From an optimization exercise on the open Yosys and OpenROAD flow, aimed at small area, a short achievable clock period and few clock cycles per item; shortcuts taken in it are not production practice. At most, simulation tests tie the RTL to the original design; equivalence was not proved.

// hme_fsearch
module hme_fsearch (
    input  wire         clk,
    input  wire         rst,
    input  wire         start,
    input  wire [4:0]   grid_rows_m1,    
    input  wire [4:0]   grid_cols_m1,    
    output reg          busy,
    output reg          done,
    output wire         ref_req,
    output wire [8:0]   ref_y,
    output wire [8:0]   ref_x,
    input  wire [127:0] ref_row,
    output wire         tgt_req,
    output wire [8:0]   tgt_y,
    output wire [8:0]   tgt_x,
    input  wire [127:0] tgt_row,
    output reg          res_valid,
    output wire [4:0]   res_mb_row,
    output wire [4:0]   res_mb_col,
    output wire [4:0]   res_dy,
    output wire [4:0]   res_dx,
    output wire [15:0]  res_cost
);
Size in the first run: roughly 2,300 cells after synthesis, ~22,000 µm² of cells after synthesis.
Settings: LEC_CHECK=0, CAP_MARGIN=20, CORE_MARGIN=2, CORE_UTILIZATION=25, PLACE_DENSITY=0.5, SLEW_MARGIN=20; clock period 22.0 ns.
standard.sh (not shown) runs the stock make flow with config.mk's settings and CLKGATE_MAP_FILE= SYNTH_SCRIPT=/design/flow/synth_recipe.tcl, a recipe that flattens the netlist after the stock synthesis.
==> flow/flow/run.sh <==
#!/bin/bash
# The standard layout (the standard.sh, unchanged scripts) with three
# layout choices:
#  - the smallest buffer (buf_1) on the ports instead of the one
#    buffer_ports picks by default;
#  - timing repair aimed at a setup slack of 15.4 ns on the 22 ns clock, so
#    that the resizer sizes up the critical paths (the clock and the
#    constraints are the design's);
#  - clock tree: sinks clustered 30 to a buffer, no dummy loads.
# Each tool's output is in the ORFS logs under orfs/logs; make's own output
# is in standard.log.
set -euo pipefail
cd "$(dirname "$0")/.."
export BUFFER_PORTS_ARGS="-buffer_cell sky130_fd_sc_hd__buf_1"
export SETUP_SLACK_MARGIN=15.4
export CTS_ARGS="-sink_clustering_enable -repair_clock_nets -sink_clustering_size 30 -sink_clustering_max_diameter 80 -dont_use_dummy_load"
bash standard.sh > standard.log 2>&1
Testbench counts at the start, summed over its fixed seeds: cycles 198,758, mbs 298.
Rerun with:
--- a/flow/design.v
+++ b/flow/design.v
@@ -26,13 +26,12 @@
     reg       run;                     
     wire top   = (mb_r == 5'd0);
     wire bot   = (mb_r == gr_m1);
     wire left  = (mb_c == 5'd0);
     wire right = (mb_c == gc_m1);
     reg              g_ph;             
-    reg              g_wait;           
     reg              g_new;            
     reg              g_done;
     reg        [3:0] g_rad;
     reg signed [4:0] g_a, g_b;         
     reg signed [4:0] g_cy, g_cx;       
     wire signed [5:0] g_d  = g_ph ? {2'b00, g_rad} : {g_rad, 2'b00};
@@ -56,21 +55,22 @@
     wire ring_all = (e_t <= a_min) && (e_b >= a_max) && (e_l <= b_min) && (e_r >= b_max);
     wire ring_end = g_ph ? ring_all : (g_rad == 4'd1);
     wire g_full = (g_a == e_t) || (g_a == e_b);
     wire in_win = (g_a >= a_min) && (g_a <= a_max) && (g_b >= b_min) && (g_b <= b_max);
     wire coarse = (g_a == -5'sd4 || g_a == 5'sd0 || g_a == 5'sd4) &&
                   (g_b == -5'sd4 || g_b == 5'sd0 || g_b == 5'sd4);
-    wire g_ok   = !g_done && !g_wait && !g_new && in_win && !(g_ph && coarse);
+    wire g_ok   = !g_done && !g_new && in_win && !(g_ph && coarse);
     wire              s_out   = !l_in && !r_in;
     wire signed [5:0] a_inc   = g_a + g_st;
     wire signed [5:0] a_nx    = g_new ? ((s_out && !t_in) ? e_b : a_lo)
                                       : (s_out ? e_b : a_inc);
     wire              more    = s_out ? (g_a == e_t[4:0] && bt_in) : (g_a != a_hi[4:0]);
     wire              full_nx = g_new ? (t_in || s_out) : (s_out || a_inc == e_b);
     wire signed [5:0] b_nx    = full_nx ? b_lo : (l_in ? e_l : e_r);
     reg               r_v, x_v, d_v;
+    reg               r_c, x_c, d_c;       
     reg signed [5:0]  r_u;
     reg signed [4:0]  r_nx;
     reg signed [4:0]  x_dy, d_dy;
     reg signed [4:0]  x_dx, d_dx;
     reg        [3:0]  r_row, x_row, d_row;
     reg        [15:0] r_acc, x_acc, d_acc;
@@ -805,65 +805,70 @@
     wire signed [4:0] nx_cont = ~d_dx + 5'sd1;
     wire signed [5:0] u_take  = 6'sd0 - {g_a[4], g_a};
     wire signed [4:0] nx_take = 5'sd0 - g_b;
     wire drained = run && g_done && !r_v && !x_v && !d_v;
     always @(posedge clk) begin
         x_v   <= r_v;
+        x_c   <= r_c;
         x_dy  <= r_row - r_u[4:0];
         x_dx  <= 5'sd0 - r_nx;
         x_row <= r_row;
         x_acc <= r_acc;
         d_v   <= x_v;
+        d_c   <= x_c;
         d_dy  <= x_dy;
         d_dx  <= x_dx;
         d_row <= x_row;
         d_acc <= x_acc;
         d_cs  <= cs_in;
         r_v <= cont || g_ok;
         if (cont) begin
             r_u   <= u_cont;
             r_nx  <= nx_cont;
             r_row <= d_row + 4'd1;
+            r_c   <= d_c;
             r_acc <= acc_new;
         end else begin
             r_u   <= u_take;
             r_nx  <= nx_take;
             r_row <= 4'd0;
+            r_c   <= !g_ph;
             r_acc <= 16'd0;
         end
         if (win) begin
             best_cost <= acc_new;
             best_dy   <= d_dy;
             best_dx   <= d_dx;
         end
-        if (g_new) begin
+        if (g_ph && win && d_c) begin
+            g_cy   <= d_dy;
+            g_cx   <= d_dx;
+            g_rad  <= 4'd1;
+            g_new  <= 1'b1;
+            g_done <= 1'b0;
+        end else if (g_new) begin
             g_new <= 1'b0;
             g_a   <= a_nx[4:0];
             g_b   <= b_nx[4:0];
-        end else if (g_wait) begin
-            if (!r_v && !x_v && !d_v) begin
-                g_wait <= 1'b0;
-                g_ph   <= 1'b1;
-                g_cy   <= best_dy;
-                g_cx   <= best_dx;
-                g_rad  <= 4'd1;
-                g_new  <= 1'b1;
-            end
         end else if ((take || !g_ok) && !g_done) begin
             if (g_full && g_b != b_hi[4:0]) begin
                 g_b <= g_b + g_st;
             end else if (!g_full && g_b == e_l[4:0] && r_in) begin
                 g_b <= e_r[4:0];
             end else if (more) begin
                 g_a <= a_nx[4:0];
                 g_b <= b_nx[4:0];
             end else if (!ring_end) begin
                 g_rad <= g_rad + 4'd1;
                 g_new <= 1'b1;
             end else if (!g_ph) begin
-                g_wait <= 1'b1;
+                g_ph  <= 1'b1;
+                g_cy  <= win ? d_dy : best_dy;
+                g_cx  <= win ? d_dx : best_dx;
+                g_rad <= 4'd1;
+                g_new <= 1'b1;
             end else begin
                 g_done <= 1'b1;
             end
         end
         done      <= 1'b0;
         res_valid <= 1'b0;
@@ -881,13 +886,12 @@
                 mb_r <= mb_r + 5'd1;
             end else begin
                 mb_c <= mb_c + 5'd1;
             end
             run       <= 1'b1;
             g_ph      <= 1'b0;
-            g_wait    <= 1'b0;
             g_new     <= 1'b0;
             g_rad     <= 4'd0;
             g_a       <= 5'sd0;
             g_b       <= 5'sd0;
             g_cy      <= 5'sd0;
             g_cx      <= 5'sd0;
@@ -901,13 +905,12 @@
             gc_m1     <= grid_cols_m1;
             mb_r      <= 5'd0;
             mb_c      <= 5'd0;
             busy      <= 1'b1;
             run       <= 1'b1;
             g_ph      <= 1'b0;
-            g_wait    <= 1'b0;
             g_new     <= 1'b0;
             g_rad     <= 4'd0;
             g_a       <= 5'sd0;
             g_b       <= 5'sd0;
             g_cy      <= 5'sd0;
             g_cx      <= 5'sd0;
@@ -919,13 +922,12 @@
         if (rst) begin
             busy      <= 1'b0;
             done      <= 1'b0;
             res_valid <= 1'b0;
             run       <= 1'b0;
             g_done    <= 1'b1;
-            g_wait    <= 1'b0;
             g_new     <= 1'b0;
             r_v       <= 1'b0;
             x_v       <= 1'b0;
             d_v       <= 1'b0;
         end
     end
What happened: The new run finished clean; global-route usage came out lower by 0.44 points; core utilization rises by 0.63 points; synthesized area hardly moves; register-to-register slack loses 0.19 ns; fmax decreases by about 0.8%; clock skew goes up by 0.011 ns; clock-buffer cell count stays the same; via count stays flat; non-clock buffer count climbs by 18.
No functional check of the RTL was part of the second run of this note.

Another version of the RTL of hme_fsearch (not shown whole).
Size: ~2,300 cells after synthesis, roughly 280 flip-flops, ~350 I/O pins, about 22,000 um^2 of cells after synthesis.
clock: 22.0 ns
lec_check: 0
cap_margin: 20
core_margin: 2
core_utilization: 25
cts_cluster_diameter: 80
cts_cluster_size: 30
place_density: 0.5
slew_margin: 20
==> flow/flow/run.sh <==
#!/bin/bash
# The standard layout, with the smallest buffer (buf_1) on the ports
# instead of the one buffer_ports picks by default.
set -euo pipefail
cd "$(dirname "$0")/.."
export BUFFER_PORTS_ARGS="-buffer_cell sky130_fd_sc_hd__buf_1"
bash standard.sh > standard.log 2>&1
Testbench counts at the start, summed over its fixed seeds: cycles 198,758, mbs 298.
Change:
--- a/flow/design.v
+++ b/flow/design.v
@@ -63,32 +63,27 @@
     wire              s_out   = !l_in && !r_in;
     wire signed [5:0] a_inc   = g_a + g_st;
     wire signed [5:0] a_nx    = g_new ? ((s_out && !t_in) ? e_b : a_lo)
                                       : (s_out ? e_b : a_inc);
     wire              more    = s_out ? (g_a == e_t[4:0] && bt_in) : (g_a != a_hi[4:0]);
     wire              full_nx = g_new ? (t_in || s_out) : (s_out || a_inc == e_b);
     wire signed [5:0] b_nx    = full_nx ? b_lo : (l_in ? e_l : e_r);
     reg               r_v, x_v, d_v;
-    reg signed [5:0]  r_u;
-    reg signed [4:0]  r_nx;
-    reg signed [4:0]  x_dy, d_dy;
-    reg signed [4:0]  x_dx, d_dx;
+    reg signed [4:0]  r_dy, x_dy, d_dy;
+    reg signed [4:0]  r_dx, x_dx, d_dx;
     reg        [3:0]  r_row, x_row, d_row;
     reg        [15:0] r_acc, x_acc, d_acc;
     reg        [108-1:0] d_cs;
     wire [8:0] ty = {mb_r, 4'd0};
     wire [8:0] tx = {mb_c, 4'd0};
     assign ref_req = r_v;
     assign tgt_req = r_v;
-    wire [4:0] mb_r_m1 = mb_r - 5'd1;
-    wire [4:0] mb_r_p1 = mb_r + 5'd1;
-    wire [4:0] mb_c_m1 = mb_c - 5'd1;
-    assign ref_y   = {r_u[5] ? mb_r_m1 : (r_u[4] ? mb_r_p1 : mb_r), r_u[3:0]};
-    assign ref_x   = {r_nx[4] ? mb_c_m1 : mb_c, r_nx[3:0]};
+    assign ref_y   = ty + {5'd0, r_row} - {{4{r_dy[4]}}, r_dy};
+    assign ref_x   = tx - {{4{r_dx[4]}}, r_dx};
     assign tgt_y   = {mb_r, r_row};
     assign tgt_x   = tx;
     wire [15:0] sg;
     wire [7:0] df0, ad0;
     wire [8:0] bw0;
     assign bw0[0] = 1'b1;
     assign df0[0] = ref_row[0] ^ ~tgt_row[0];
     assign bw0[1] = (ref_row[0] & ~tgt_row[0]) | (ref_row[0] & bw0[0]) | (~tgt_row[0] & bw0[0]);
@@ -766,42 +761,38 @@
     wire [15:0] lose_s = {ls15, ls14, ls13, ls12, ls11, ls10, ls9, ls8, ls7, ls6, ls5, ls4, ls3, ls2, ls1, ls0};
     wire [15:0] lose_c = {lc15, lc14, lc13, lc12, lc11, lc10, lc9, lc8, lc7, lc6, lc5, lc4, lc3, lc2, lc1, lc0};
     wire [16:0] lose_t = {1'b0, lose_s} + {lose_c, 1'b0} + {16'd0, !ahead};
     wire lose   = lose_t[16];
     wire fin    = (d_row == 4'd15);
     wire cont   = d_v && !lose && !fin;
     wire win    = d_v && !lose && fin;
     wire take   = !cont && g_ok;
-    wire signed [5:0] u_cont  = {2'b00, d_row} + 6'sd1 - {d_dy[4], d_dy};
-    wire signed [4:0] nx_cont = ~d_dx + 5'sd1;
-    wire signed [5:0] u_take  = 6'sd0 - {g_a[4], g_a};
-    wire signed [4:0] nx_take = 5'sd0 - g_b;
     wire drained = run && g_done && !r_v && !x_v && !d_v;
     always @(posedge clk) begin
         x_v   <= r_v;
-        x_dy  <= r_row - r_u[4:0];
-        x_dx  <= 5'sd0 - r_nx;
+        x_dy  <= r_dy;
+        x_dx  <= r_dx;
         x_row <= r_row;
         x_acc <= r_acc;
         d_v   <= x_v;
         d_dy  <= x_dy;
         d_dx  <= x_dx;
         d_row <= x_row;
         d_acc <= x_acc;
         d_cs  <= cs_in;
         r_v <= cont || g_ok;
         if (cont) begin
-            r_u   <= u_cont;
-            r_nx  <= nx_cont;
+            r_dy  <= d_dy;
+            r_dx  <= d_dx;
             r_row <= d_row + 4'd1;
             r_acc <= acc_new;
         end else begin
-            r_u   <= u_take;
-            r_nx  <= nx_take;
+            r_dy  <= g_a;
+            r_dx  <= g_b;
             r_row <= 4'd0;
             r_acc <= 16'd0;
         end
         if (win) begin
             best_cost <= acc_new;
             best_dy   <= d_dy;
             best_dx   <= d_dx;
         end
Effect:
- area after synthesis is lower by 1.4%
- die area drops by 1.4%
- count of clock-buffer cells in the layout came out lower by 2
- first-iteration DRC count decreases by 21%
- worst setup slack is better by 0.44 ns
- cell count came out lower by 2.5%
- hold slack is better by 0.011 ns
- synthesized cell count fell by 4.1%
Testbench counts after the change, summed over its fixed seeds: cycles 198,758, mbs 298.

[re-timing with driven ports]
Ports are ideal in the flow. The routed layouts listed here were re-timed in OpenROAD. Step 1 (the two cells are an assumption about what drives the block):
set clk [get_ports {clk}]
set_driving_cell -lib_cell sky130_fd_sc_hd__clkbuf_16 $clk
set_driving_cell -lib_cell sky130_fd_sc_hd__buf_2 [delete_from_list [all_inputs] $clk]
Step 2, shift: input delay + t, output delay - t, t = (earliest + latest rising clock arrival at the registers) / 2. This alone moves slack from input paths to output paths. Slacks: ideal / step 1 / step 2; pairs: ideal / step 1.
run	t (ns)	slack for setup (ns)	pins driven straight from the clock port
the first run of note 1	0.595	15.581 / 15.554 / 15.016	1
the second run of note 1	0.608	15.530 / 15.565 / 14.962	1
the first run of note 2	0.618	14.399 / 14.399 / 14.165	1
the second run of note 2	0.627	14.836 / 14.776 / 14.332	1
After both steps setup and hold are still met in every run listed. The setup slack of the second run of note 1, which loses most, moves by +0.035 ns with the drivers and by -0.568 ns with both steps.
